Source: an optimization exercise on an open RTL-to-GDS flow (aim: small area, a short achievable clock period and few clock cycles per item). Production flows keep margins and buffers that such runs may drop. The RTL was checked by simulation tests, not by an equivalence proof against the original design. Power figures rest on the tool's default switching activity, not on a simulated workload.

job 101:
==> module base122_dec, before the edit <==
module base122_dec (
    input  wire        clk,
    input  wire        rst,
    input  wire        in_valid,
    input  wire [7:0]  in_data,
    input  wire        in_last,
    output wire        in_ready,
    output reg         out_valid,
    output reg  [7:0]  out_data,
    output reg         out_end,
    output wire [2:0]  out_cause,
    output wire [15:0] out_epc,
    input  wire        out_ready
);
    localparam C_NONE     = 3'd0;
    localparam C_LEAD     = 3'd1;
    localparam C_TRUNC    = 3'd2;
    localparam C_CONT     = 3'd3;
    localparam C_OVERLONG = 3'd4;
    localparam C_FIXED    = 3'd5;
    localparam C_INDEX6   = 3'd6;
    localparam C_SHORTPAY = 3'd7;
    wire [7:0]  d  = in_data;
    wire        dl = in_last;
    wire        dv = in_valid;
    reg  [6:0]  acc;         
    reg  [2:0]  an;          
    reg         e2;          
    reg  [4:0]  b1s;         
    reg         pv;          
    reg  [6:0]  pd;
    reg  [15:0] pc;          
    reg  [2:0]  cause;
    reg         drain;       
    reg         endp;        
    reg         eh;          
    reg         rdy;         
    assign out_epc   = pc;
    assign out_cause = cause;
    wire go    = !out_valid || out_ready;
    wire fresh = endp && !pv;
    wire issue = go && fresh;
    wire eng_ready = go && rdy;
    wire accept    = dv && eng_ready;
    assign in_ready = eng_ready;
    wire [2:0]  k        = b1s[4:2];
    wire        k7       = k == 3'd7;
    wire [6:0]  p        = {b1s[0], d[5:0]};
    wire        p_danger = b1s[0] ? (d[5:0] == 6'h1C) :
                           (d[5:0] == 6'h00 || d[5:0] == 6'h0A || d[5:0] == 6'h0D ||
                            d[5:0] == 6'h22 || d[5:0] == 6'h26);
    reg  [6:0]  dval;
    always @(*) begin
        case (k)
            3'd0:    dval = 7'h00;
            3'd1:    dval = 7'h0A;
            3'd2:    dval = 7'h0D;
            3'd3:    dval = 7'h22;
            3'd4:    dval = 7'h26;
            default: dval = 7'h5C;
        endcase
    end
    reg  [2:0] b1_cause;
    always @(*) begin
        b1_cause = C_NONE;
        if (b1s[4:1] == 4'd0)    b1_cause = C_OVERLONG;
        else if (!b1s[1])        b1_cause = C_FIXED;
        else if (k == 3'd6)      b1_cause = C_INDEX6;
    end
    wire       cont_bad = d[7:6] != 2'b10;
    wire       b1_bad   = b1_cause != C_NONE;
    wire       sp_bad   = k7 && !p_danger;
    wire       b2_good  = !cont_bad && !b1_bad && !sp_bad;
    wire [2:0] b2_cause = cont_bad ? C_CONT : b1_bad ? b1_cause : sp_bad ? C_SHORTPAY : C_NONE;
    wire       d_b1   = d[7:5] == 3'b110;
    wire       d_unit = e2 ? b2_good : !d[7];            
    wire       d_err  = e2 ? !b2_good : (d[7] && (!d_b1 || dl));
    wire [2:0] err    = e2 ? b2_cause : (d_b1 ? C_TRUNC : C_LEAD);
    wire       act  = accept && !drain;                  
    wire       unit = act && d_unit;
    wire        push  = go && (pv || unit);
    wire [6:0]  new1  = !e2 ? d[6:0] : (k7 ? p : dval);
    wire [6:0]  pushv = pv ? pd : new1;
    wire        npend = pv ? unit : (unit && e2 && !k7);    
    wire [6:0]  npd   = pv ? new1 : p;
    wire [13:0] window = {acc, 7'd0} | ({pushv, 7'd0} >> an);
    wire        emit   = push && an != 3'd0;
    wire [15:0] pc_inc = pc + (e2 ? 16'd2 : 16'd1);
    wire        taken_eh = out_valid && out_ready && eh;
    wire        eh_n     = go ? (fresh && cause != C_NONE) : eh;
    wire        endp_n   = (accept && dl) || (endp && !issue);
    wire        pv_n     = go ? npend : pv;
    always @(posedge clk) begin
        if (rst) begin
            an        <= 3'd0;
            e2        <= 1'b0;
            pv        <= 1'b0;
            rdy       <= 1'b1;
            pc        <= 16'd0;
            cause     <= C_NONE;
            drain     <= 1'b0;
            endp      <= 1'b0;
            eh        <= 1'b0;
            out_valid <= 1'b0;
        end else begin
            if (go) begin
                out_valid <= emit || fresh;
                out_data  <= window[13:6];
                out_end   <= fresh;
            end
            if (push) begin
                if (an == 3'd0) begin
                    acc <= pushv;
                    an  <= 3'd7;
                end else begin
                    acc <= {window[5:0], 1'b0};
                    an  <= an - 3'd1;
                end
            end else if (issue)
                an  <= 3'd0;
            if (go)
                pd <= npd;
            pv   <= pv_n;
            eh   <= eh_n;
            endp <= endp_n;
            rdy  <= !eh_n && !endp_n;
            if (taken_eh) begin
                pc    <= 16'd0;
                cause <= C_NONE;
            end else if (unit)
                pc <= dl ? 16'd0 : pc_inc;
            if (act)
                e2 <= !e2 && d_b1 && !dl;
            if (!e2)
                b1s <= d[4:0];
            if (act && d_err) begin
                cause <= err;
                if (!dl)
                    drain <= 1'b1;
            end
            if (accept && dl)
                drain <= 1'b0;
        end
    end
endmodule
==> flow/config.mk <==
export PLATFORM = sky130hd
export DESIGN_NAME = base122_core
export DESIGN_NICKNAME = base122_core
export VERILOG_FILES = /design/flow/design.v
export SDC_FILE = /design/flow/constraint.sdc
export NUM_CORES = 4
export LEC_CHECK = 0
export ABC_AREA = 1
export CAP_MARGIN = 20
export CORE_MARGIN = 2
export CORE_UTILIZATION = 50
export CTS_BUF_LIST = sky130_fd_sc_hd__clkbuf_8
export CTS_CLUSTER_SIZE = 20
export SETUP_SLACK_MARGIN = 1.9
export SLEW_MARGIN = 20
==> flow/constraint.sdc <==
create_clock -name core_clock -period 4.0 [get_ports {clk}]
set_input_delay 0.8000 -clock core_clock [delete_from_list [all_inputs] [get_ports {clk}]]
set_output_delay 0.8000 -clock core_clock [all_outputs]
set_load 0.01 [all_outputs]
standard.sh (not shown) runs the stock make flow with config.mk's settings and CLKGATE_MAP_FILE= SYNTH_SCRIPT=/design/flow/synth_recipe.tcl, a recipe that flattens the netlist after the stock synthesis.
==> flow/flow/run.sh <==
#!/bin/bash
# The standard layout (standard.sh, unchanged synthesis and steps), with two
# changes: the buffer that global placement puts on every input and output
# port is sky130_fd_sc_hd__buf_1 instead of the tool's own pick (a delay
# cell), and clock tree synthesis adds no dummy loads.
set -euo pipefail
export BUFFER_PORTS_ARGS="-buffer_cell sky130_fd_sc_hd__buf_1"
export CTS_ARGS="-sink_clustering_enable -repair_clock_nets -sink_clustering_size 20 -buf_list sky130_fd_sc_hd__clkbuf_8 -dont_use_dummy_load"
bash standard.sh synth > synth.log 2>&1
bash standard.sh finish > layout.log 2>&1
Testbench counts of job 101, summed over its fixed seeds: cycles 21,637, items 37,672.
### job 101 -> job 102
--- a/flow/design.v
+++ b/flow/design.v
@@ -108,18 +108,19 @@
     reg         e2;          
     reg  [4:0]  b1s;         
     reg         pv;          
     reg  [6:0]  pd;
     reg  [15:0] pc;          
     reg  [2:0]  cause;
+    reg         bad;         
     reg         drain;       
     reg         endp;        
     reg         eh;          
     reg         rdy;         
     assign out_epc   = pc;
-    assign out_cause = cause;
+    assign out_cause = (out_end && !eh) ? C_NONE : cause;
     wire go    = !out_valid || out_ready;
     wire fresh = endp && !pv;
     wire issue = go && fresh;
     wire eng_ready = go && rdy;
     wire accept    = dv && eng_ready;
     assign in_ready = eng_ready;
@@ -160,53 +161,57 @@
     wire       unit = act && d_unit;
     wire        push  = go && (pv || unit);
     wire [6:0]  new1  = !e2 ? d[6:0] : (k7 ? p : dval);
     wire [6:0]  pushv = pv ? pd : new1;
     wire        npend = pv ? unit : (unit && e2 && !k7);    
     wire [6:0]  npd   = pv ? new1 : p;
-    wire [13:0] window = {acc, 7'd0} | ({pushv, 7'd0} >> an);
-    wire        emit   = push && an != 3'd0;
+    wire [2:0]  an_e   = fresh ? 3'd0 : an;
+    wire [13:0] window = {acc, 7'd0} | ({pushv, 7'd0} >> an_e);
+    wire        emit   = push && an_e != 3'd0;
     wire [15:0] pc_inc = pc + (e2 ? 16'd2 : 16'd1);
     wire        taken_eh = out_valid && out_ready && eh;
-    wire        eh_n     = go ? (fresh && cause != C_NONE) : eh;
+    wire        eh_n     = go ? (fresh && bad) : eh;
     wire        endp_n   = (accept && dl) || (endp && !issue);
     wire        pv_n     = go ? npend : pv;
+    wire        bad_n    = (act && d_err) || (bad && !taken_eh);
     always @(posedge clk) begin
         if (rst) begin
             an        <= 3'd0;
             e2        <= 1'b0;
             pv        <= 1'b0;
             rdy       <= 1'b1;
             pc        <= 16'd0;
             cause     <= C_NONE;
+            bad       <= 1'b0;
             drain     <= 1'b0;
             endp      <= 1'b0;
             eh        <= 1'b0;
             out_valid <= 1'b0;
         end else begin
             if (go) begin
                 out_valid <= emit || fresh;
                 out_data  <= window[13:6];
                 out_end   <= fresh;
             end
             if (push) begin
-                if (an == 3'd0) begin
+                if (an_e == 3'd0) begin
                     acc <= pushv;
                     an  <= 3'd7;
                 end else begin
                     acc <= {window[5:0], 1'b0};
-                    an  <= an - 3'd1;
+                    an  <= an_e - 3'd1;
                 end
             end else if (issue)
                 an  <= 3'd0;
             if (go)
                 pd <= npd;
             pv   <= pv_n;
             eh   <= eh_n;
             endp <= endp_n;
-            rdy  <= !eh_n && !endp_n;
+            bad  <= bad_n;
+            rdy  <= !eh_n && !(endp_n && (pv_n || bad_n));
             if (taken_eh) begin
                 pc    <= 16'd0;
                 cause <= C_NONE;
             end else if (unit)
                 pc <= dl ? 16'd0 : pc_inc;
             if (act)
Findings:
Job 102 reached the end of the flow, and the finished layout is clean on the timing, design-rule and antenna checks.
Job 101: done, clean on timing, DRC and antenna
Total length of routed wires: job 102 vs job 101 down about 5.5%
Combinational power for job 102: about 10% up relative to job 101
Of job 102 and job 101, job 101 shows the higher number of standard cells after synthesis, with job 102 below it.
Delta (job 102 minus job 101): total clock network power dropped about 1%; final cell count held.
Against job 101, job 102 comes in 0.46 points higher on sequential share of layout area.
Number of filler cells placed in the layout (lower): job 101
Testbench counts of job 102, summed over its fixed seeds: cycles 21,481, items 37,672.

* * *

The RTL this note starts from:
==> flow/design.v <==
module base122_cls (
    input  wire [6:0] chunk,
    output reg        danger,
    output reg  [2:0] idx
);
    always @(*) begin
        danger = 1'b1;
        idx    = 3'd0;
        case (chunk)
            7'h00: idx = 3'd0;
            7'h0A: idx = 3'd1;
            7'h0D: idx = 3'd2;
            7'h22: idx = 3'd3;
            7'h26: idx = 3'd4;
            7'h5C: idx = 3'd5;
            default: danger = 1'b0;
        endcase
    end
endmodule
module base122_enc (
    input  wire       clk,
    input  wire       rst,
    input  wire       in_valid,
    input  wire [7:0] in_data,
    input  wire       in_last,
    output wire       in_ready,
    output reg        out_valid,
    output reg  [7:0] out_data,
    output reg        out_last,
    input  wire       out_ready
);
    reg  [22:0] bits;        
    reg  [4:0]  nb;          
    reg         eom;         
    reg         e2;          
    wire        go    = !out_valid || out_ready;
    wire [6:0]  chunk = bits[22:16];
    wire        p6    = bits[15];
    wire        danger;
    wire [2:0]  idx;
    base122_cls u_cls (.chunk(chunk), .danger(danger), .idx(idx));
    wire        ge8 = nb[4] | nb[3];
    wire        ge7 = ge8 | (nb[2:0] == 3'd7);
    wire        ge6 = ge7 | (nb[2:0] == 3'd6);
    wire        nz  = nb != 5'd0;
    assign in_ready    = !eom && !nb[4];
    wire        accept = in_valid && in_ready;
    wire        esc = !e2 && danger;
    wire        have_e = ge8 || (eom && nz);             
    wire        have_n = e2 ? (ge6 || eom) : (ge7 || (eom && nz));
    wire        last_n = eom && (e2 ? !ge7 : !ge8);
    wire [7:0]  byte_e = ge8 ? {3'b110, idx, 1'b1, p6} : {7'b1101111, chunk[6]};
    wire [7:0]  byte_n = e2 ? {2'b10, bits[22:17]} : {1'b0, chunk};
    wire        emit_e = go && have_e;
    wire        emit_n = go && have_n;
    wire        emit   = esc ? emit_e : emit_n;
    wire [22:0] bits_i = bits | ({in_data & {8{accept}}, 15'd0} >> nb[3:0]);
    wire [22:0] bits_e = emit_e ? (ge8 ? {bits_i[14:0], 8'd0} : {bits_i[21:0], 1'd0}) : bits_i;
    wire [22:0] bits_n = emit_n ? (e2 ? {bits_i[16:0], 6'd0} : {bits_i[15:0], 7'd0}) : bits_i;
    wire [4:0]  nb_i = accept ? nb + 5'd8 : nb;
    wire [4:0]  c1 = accept ? nb + 5'd7 : nb - 5'd1;
    wire [4:0]  c6 = accept ? nb + 5'd2 : (ge6 ? nb - 5'd6 : 5'd0);
    wire [4:0]  c7 = accept ? nb + 5'd1 : (ge7 ? nb - 5'd7 : 5'd0);
    wire [4:0]  c8 = accept ? nb        : nb - 5'd8;
    wire [4:0]  nb_e = emit_e ? (ge8 ? c8 : c1) : nb_i;
    wire [4:0]  nb_n = emit_n ? (e2 ? c6 : c7) : nb_i;
    always @(posedge clk) begin
        if (rst) begin
            bits      <= 23'd0;
            nb        <= 5'd0;
            eom       <= 1'b0;
            e2        <= 1'b0;
            out_valid <= 1'b0;
        end else begin
            bits <= esc ? bits_e : bits_n;
            nb   <= esc ? nb_e : nb_n;
            if (emit)
                e2 <= esc;
            if (go) begin
                out_valid <= emit;
                out_data  <= esc ? byte_e : byte_n;
                out_last  <= !esc && last_n;
            end
            if (accept)
                eom <= in_last;
            else if (!esc && emit_n && last_n)
                eom <= 1'b0;
        end
    end
endmodule
module base122_dec (
    input  wire        clk,
    input  wire        rst,
    input  wire        in_valid,
    input  wire [7:0]  in_data,
    input  wire        in_last,
    output wire        in_ready,
    output reg         out_valid,
    output reg  [7:0]  out_data,
    output reg         out_end,
    output reg  [2:0]  out_cause,
    output wire [15:0] out_epc,
    input  wire        out_ready
);
    localparam C_NONE     = 3'd0;
    localparam C_LEAD     = 3'd1;
    localparam C_TRUNC    = 3'd2;
    localparam C_CONT     = 3'd3;
    localparam C_OVERLONG = 3'd4;
    localparam C_FIXED    = 3'd5;
    localparam C_INDEX6   = 3'd6;
    localparam C_SHORTPAY = 3'd7;
    wire [7:0]  d  = in_data;
    wire        dl = in_last;
    wire        dv = in_valid;
    reg  [6:0]  acc;         
    reg  [2:0]  an;          
    reg         e2;          
    reg  [4:0]  b1s;         
    reg         pv;          
    reg  [6:0]  pd;
    reg  [15:0] pc;          
    reg  [2:0]  cause;
    reg         bad;         
    reg         drain;       
    reg         endp;        
    reg         eh;          
    assign out_epc = pc;
    wire go    = !out_valid || out_ready;
    wire fresh = endp && !pv;
    wire issue = go && fresh;
    wire eng_ready = go && !eh && !(endp && (pv || bad));
    wire accept    = dv && eng_ready;
    assign in_ready = eng_ready;
    wire [2:0]  k        = b1s[4:2];
    wire        k7       = k == 3'd7;
    wire [6:0]  p        = {b1s[0], d[5:0]};
    wire        p_danger = b1s[0] ? (d[5:0] == 6'h1C) :
                           (d[5:0] == 6'h00 || d[5:0] == 6'h0A || d[5:0] == 6'h0D ||
                            d[5:0] == 6'h22 || d[5:0] == 6'h26);
    reg  [6:0]  dval;
    always @(*) begin
        case (k)
            3'd0:    dval = 7'h00;
            3'd1:    dval = 7'h0A;
            3'd2:    dval = 7'h0D;
            3'd3:    dval = 7'h22;
            3'd4:    dval = 7'h26;
            default: dval = 7'h5C;
        endcase
    end
    reg  [2:0] b1_cause;
    always @(*) begin
        b1_cause = C_NONE;
        if (b1s[4:1] == 4'd0)    b1_cause = C_OVERLONG;
        else if (!b1s[1])        b1_cause = C_FIXED;
        else if (k == 3'd6)      b1_cause = C_INDEX6;
    end
    wire       cont_bad = d[7:6] != 2'b10;
    wire       b1_bad   = b1_cause != C_NONE;
    wire       sp_bad   = k7 && !p_danger;
    wire       b2_good  = !cont_bad && !b1_bad && !sp_bad;
    wire [2:0] b2_cause = cont_bad ? C_CONT : b1_bad ? b1_cause : sp_bad ? C_SHORTPAY : C_NONE;
    wire       d_b1   = d[7:5] == 3'b110;
    wire       d_unit = e2 ? b2_good : !d[7];            
    wire       d_err  = e2 ? !b2_good : (d[7] && (!d_b1 || dl));
    wire [2:0] err    = e2 ? b2_cause : (d_b1 ? C_TRUNC : C_LEAD);
    wire       act  = accept && !drain;                  
    wire       unit = act && d_unit;
    wire        push  = go && (pv || unit);
    wire [6:0]  new1  = !e2 ? d[6:0] : (k7 ? p : dval);
    wire [6:0]  pushv = pv ? pd : new1;
    wire        npend = pv ? unit : (unit && e2 && !k7);    
    wire [6:0]  npd   = pv ? new1 : p;
    wire [2:0]  an_e   = fresh ? 3'd0 : an;
    wire [13:0] window = {acc, 7'd0} | ({pushv, 7'd0} >> an_e);
    wire        emit   = push && an_e != 3'd0;
    wire [15:0] pc_inc = pc + (e2 ? 16'd2 : 16'd1);
    always @(posedge clk) begin
        if (rst) begin
            acc       <= 7'd0;
            an        <= 3'd0;
            e2        <= 1'b0;
            pv        <= 1'b0;
            pc        <= 16'd0;
            cause     <= C_NONE;
            bad       <= 1'b0;
            drain     <= 1'b0;
            endp      <= 1'b0;
            eh        <= 1'b0;
            out_valid <= 1'b0;
        end else begin
            if (go) begin
                out_valid <= emit || fresh;
                out_data  <= window[13:6];
                out_end   <= fresh;
                out_cause <= cause;
                eh        <= fresh && bad;
            end
            if (push) begin
                if (an_e == 3'd0) begin
                    acc <= pushv;
                    an  <= 3'd7;
                end else begin
                    acc <= {window[5:0], 1'b0};
                    an  <= an_e - 3'd1;
                end
            end else if (issue) begin
                acc <= 7'd0;
                an  <= 3'd0;
            end
            if (go) begin
                pv <= npend;
                pd <= npd;
            end
            if (out_valid && out_ready && eh)
                pc <= 16'd0;
            else if (unit)
                pc <= dl ? 16'd0 : pc_inc;
            if (act) begin
                e2 <= !e2 && d_b1 && !dl;
                if (!e2)
                    b1s <= d[4:0];
            end
            if (issue) begin
                cause <= C_NONE;
                bad   <= 1'b0;
                endp  <= 1'b0;
            end
            if (act && d_err) begin
                cause <= err;
                bad   <= 1'b1;
                if (!dl)
                    drain <= 1'b1;
            end
            if (accept && dl) begin
                drain <= 1'b0;
                endp  <= 1'b1;
            end
        end
    end
endmodule
module base122_core (
    input  wire        clk,
    input  wire        rst,
    input  wire        enc_in_valid,
    input  wire [7:0]  enc_in_data,
    input  wire        enc_in_last,
    output wire        enc_in_ready,
    output wire        enc_out_valid,
    output wire [7:0]  enc_out_data,
    output wire        enc_out_last,
    input  wire        enc_out_ready,
    input  wire        dec_in_valid,
    input  wire [7:0]  dec_in_data,
    input  wire        dec_in_last,
    output wire        dec_in_ready,
    output wire        dec_out_valid,
    output wire [7:0]  dec_out_data,
    output wire        dec_out_end,
    output wire [2:0]  dec_out_cause,
    output wire [15:0] dec_out_epc,
    input  wire        dec_out_ready
);
    base122_enc u_enc (
        .clk(clk), .rst(rst),
        .in_valid(enc_in_valid), .in_data(enc_in_data), .in_last(enc_in_last),
        .in_ready(enc_in_ready),
        .out_valid(enc_out_valid), .out_data(enc_out_data), .out_last(enc_out_last),
        .out_ready(enc_out_ready)
    );
    base122_dec u_dec (
        .clk(clk), .rst(rst),
        .in_valid(dec_in_valid), .in_data(dec_in_data), .in_last(dec_in_last),
        .in_ready(dec_in_ready),
        .out_valid(dec_out_valid), .out_data(dec_out_data), .out_end(dec_out_end),
        .out_cause(dec_out_cause), .out_epc(dec_out_epc),
        .out_ready(dec_out_ready)
    );
endmodule
Settings: LEC_CHECK=0, ABC_AREA=1, CAP_MARGIN=20, CORE_MARGIN=2, CORE_UTILIZATION=40, CTS_BUF_LIST=sky130_fd_sc_hd__clkbuf_8, CTS_CLUSTER_SIZE=20, SETUP_SLACK_MARGIN=1.9, SLEW_MARGIN=20; clock period 4.0 ns.
==> flow/flow/run.sh <==
#!/bin/bash
# The standard layout (standard.sh, unchanged synthesis and steps), with one
# change: the buffer that global placement puts on every input and output
# port is sky130_fd_sc_hd__buf_1 instead of the tool's own pick (a delay cell).
set -euo pipefail
export BUFFER_PORTS_ARGS="-buffer_cell sky130_fd_sc_hd__buf_1"
bash standard.sh synth > synth.log 2>&1
bash standard.sh finish > layout.log 2>&1
Testbench counts at the start, summed over its fixed seeds: cycles 21,481, items 37,672.
==> next run, changes <==
--- a/flow/design.v
+++ b/flow/design.v
@@ -30,12 +30,13 @@
     input  wire       out_ready
 );
     reg  [22:0] bits;        
     reg  [4:0]  nb;          
     reg         eom;         
     reg         e2;          
+    reg         sh;          
     wire        go    = !out_valid || out_ready;
     wire [6:0]  chunk = bits[22:16];
     wire        p6    = bits[15];
     wire        danger;
     wire [2:0]  idx;
     base122_cls u_cls (.chunk(chunk), .danger(danger), .idx(idx));
@@ -45,40 +46,43 @@
     wire        nz  = nb != 5'd0;
     assign in_ready    = !eom && !nb[4];
     wire        accept = in_valid && in_ready;
     wire        esc = !e2 && danger;
     wire        have_e = ge8 || (eom && nz);             
     wire        have_n = e2 ? (ge6 || eom) : (ge7 || (eom && nz));
-    wire        last_n = eom && (e2 ? !ge7 : !ge8);
+    wire        last_n = eom && (e2 ? (sh || !ge7) : !ge8);
     wire [7:0]  byte_e = ge8 ? {3'b110, idx, 1'b1, p6} : {7'b1101111, chunk[6]};
-    wire [7:0]  byte_n = e2 ? {2'b10, bits[22:17]} : {1'b0, chunk};
+    wire [7:0]  byte_n = e2 ? {2'b10, sh ? bits[21:16] : bits[22:17]} : {1'b0, chunk};
+    wire        six    = e2 && !sh;                      
     wire        emit_e = go && have_e;
     wire        emit_n = go && have_n;
     wire        emit   = esc ? emit_e : emit_n;
     wire [22:0] bits_i = bits | ({in_data & {8{accept}}, 15'd0} >> nb[3:0]);
-    wire [22:0] bits_e = emit_e ? (ge8 ? {bits_i[14:0], 8'd0} : {bits_i[21:0], 1'd0}) : bits_i;
-    wire [22:0] bits_n = emit_n ? (e2 ? {bits_i[16:0], 6'd0} : {bits_i[15:0], 7'd0}) : bits_i;
+    wire [22:0] bits_e = (emit_e && ge8) ? {bits_i[14:0], 8'd0} : bits_i;
+    wire [22:0] bits_n = emit_n ? (six ? {bits_i[16:0], 6'd0} : {bits_i[15:0], 7'd0}) : bits_i;
     wire [4:0]  nb_i = accept ? nb + 5'd8 : nb;
-    wire [4:0]  c1 = accept ? nb + 5'd7 : nb - 5'd1;
     wire [4:0]  c6 = accept ? nb + 5'd2 : (ge6 ? nb - 5'd6 : 5'd0);
     wire [4:0]  c7 = accept ? nb + 5'd1 : (ge7 ? nb - 5'd7 : 5'd0);
     wire [4:0]  c8 = accept ? nb        : nb - 5'd8;
-    wire [4:0]  nb_e = emit_e ? (ge8 ? c8 : c1) : nb_i;
-    wire [4:0]  nb_n = emit_n ? (e2 ? c6 : c7) : nb_i;
+    wire [4:0]  nb_e = (emit_e && ge8) ? c8 : nb_i;
+    wire [4:0]  nb_n = emit_n ? (six ? c6 : c7) : nb_i;
     always @(posedge clk) begin
         if (rst) begin
             bits      <= 23'd0;
             nb        <= 5'd0;
             eom       <= 1'b0;
             e2        <= 1'b0;
+            sh        <= 1'b0;
             out_valid <= 1'b0;
         end else begin
             bits <= esc ? bits_e : bits_n;
             nb   <= esc ? nb_e : nb_n;
-            if (emit)
+            if (emit) begin
                 e2 <= esc;
+                sh <= esc && !ge8;
+            end
             if (go) begin
                 out_valid <= emit;
                 out_data  <= esc ? byte_e : byte_n;
                 out_last  <= !esc && last_n;
             end
             if (accept)
@@ -175,13 +179,12 @@
     wire [2:0]  an_e   = fresh ? 3'd0 : an;
     wire [13:0] window = {acc, 7'd0} | ({pushv, 7'd0} >> an_e);
     wire        emit   = push && an_e != 3'd0;
     wire [15:0] pc_inc = pc + (e2 ? 16'd2 : 16'd1);
     always @(posedge clk) begin
         if (rst) begin
-            acc       <= 7'd0;
             an        <= 3'd0;
             e2        <= 1'b0;
             pv        <= 1'b0;
             pc        <= 16'd0;
             cause     <= C_NONE;
             bad       <= 1'b0;
@@ -202,29 +205,26 @@
                     acc <= pushv;
                     an  <= 3'd7;
                 end else begin
                     acc <= {window[5:0], 1'b0};
                     an  <= an_e - 3'd1;
                 end
-            end else if (issue) begin
-                acc <= 7'd0;
+            end else if (issue)
                 an  <= 3'd0;
-            end
             if (go) begin
                 pv <= npend;
                 pd <= npd;
             end
             if (out_valid && out_ready && eh)
                 pc <= 16'd0;
             else if (unit)
                 pc <= dl ? 16'd0 : pc_inc;
-            if (act) begin
+            if (act)
                 e2 <= !e2 && d_b1 && !dl;
-                if (!e2)
-                    b1s <= d[4:0];
-            end
+            if (!e2)
+                b1s <= d[4:0];
             if (issue) begin
                 cause <= C_NONE;
                 bad   <= 1'b0;
                 endp  <= 1'b0;
             end
             if (act && d_err) begin
Effect: The new run ran to the end with no violations; clock-buffer cell count shrinks by 1; synthesized cell count shrinks by about 5.5%; final area shrinks by 7.8%; global-route usage shrinks by 2.9 points; die area shrinks by 2.9%; sequential cell count grows by 1; sequential share of layout area grows by 3.4 points; setup slack gets better by 0.052 ns; non-clock buffer count shrinks by 18; routed wire length shrinks by about 16%; sequential power is about the same.
Testbench counts after the change, summed over its fixed seeds: cycles 21,481, items 37,672.

[what the ideal ports hide]
The flow's constraints put no driver on any port. The routed layouts listed below were extracted and timed again, unchanged, in two steps.
Step 1, drivers: a clkbuf_16 drives clk and a buf_2 each remaining input, both assumed.
Step 2 moves the port delays by t, midway between the first and last clock arrival at a register: inputs arrive t later, outputs are due t later. That takes back most of the time a late clock gives input paths.
Three values: ideal ports, drivers, drivers and shift; two values: the first two.
run | shift t [ns] | setup WS [ns] | hold slack, ns | latest minus earliest clock arrival (ns)
job 101 | 0.401 | 1.935 / 1.908 / 1.607 | 0.468 / 0.468 / 0.468 | 0.018 / 0.018
job 102 | 0.404 | 1.951 / 1.930 / 1.602 | 0.472 / 0.472 / 0.472 | 0.018 / 0.018
the first run of note 2 | 0.429 | 1.866 / 1.830 / 1.550 | 0.453 / 0.453 / 0.453 | 0.018 / 0.018
the second run of note 2 | 0.422 | 1.918 / 1.897 / 1.558 | 0.442 / 0.442 / 0.442 | 0.009 / 0.010
After both steps setup and hold are still met in every run listed. The setup slack of the second run of note 2, which loses most, moves by -0.021 ns with the drivers and by -0.360 ns with both steps.
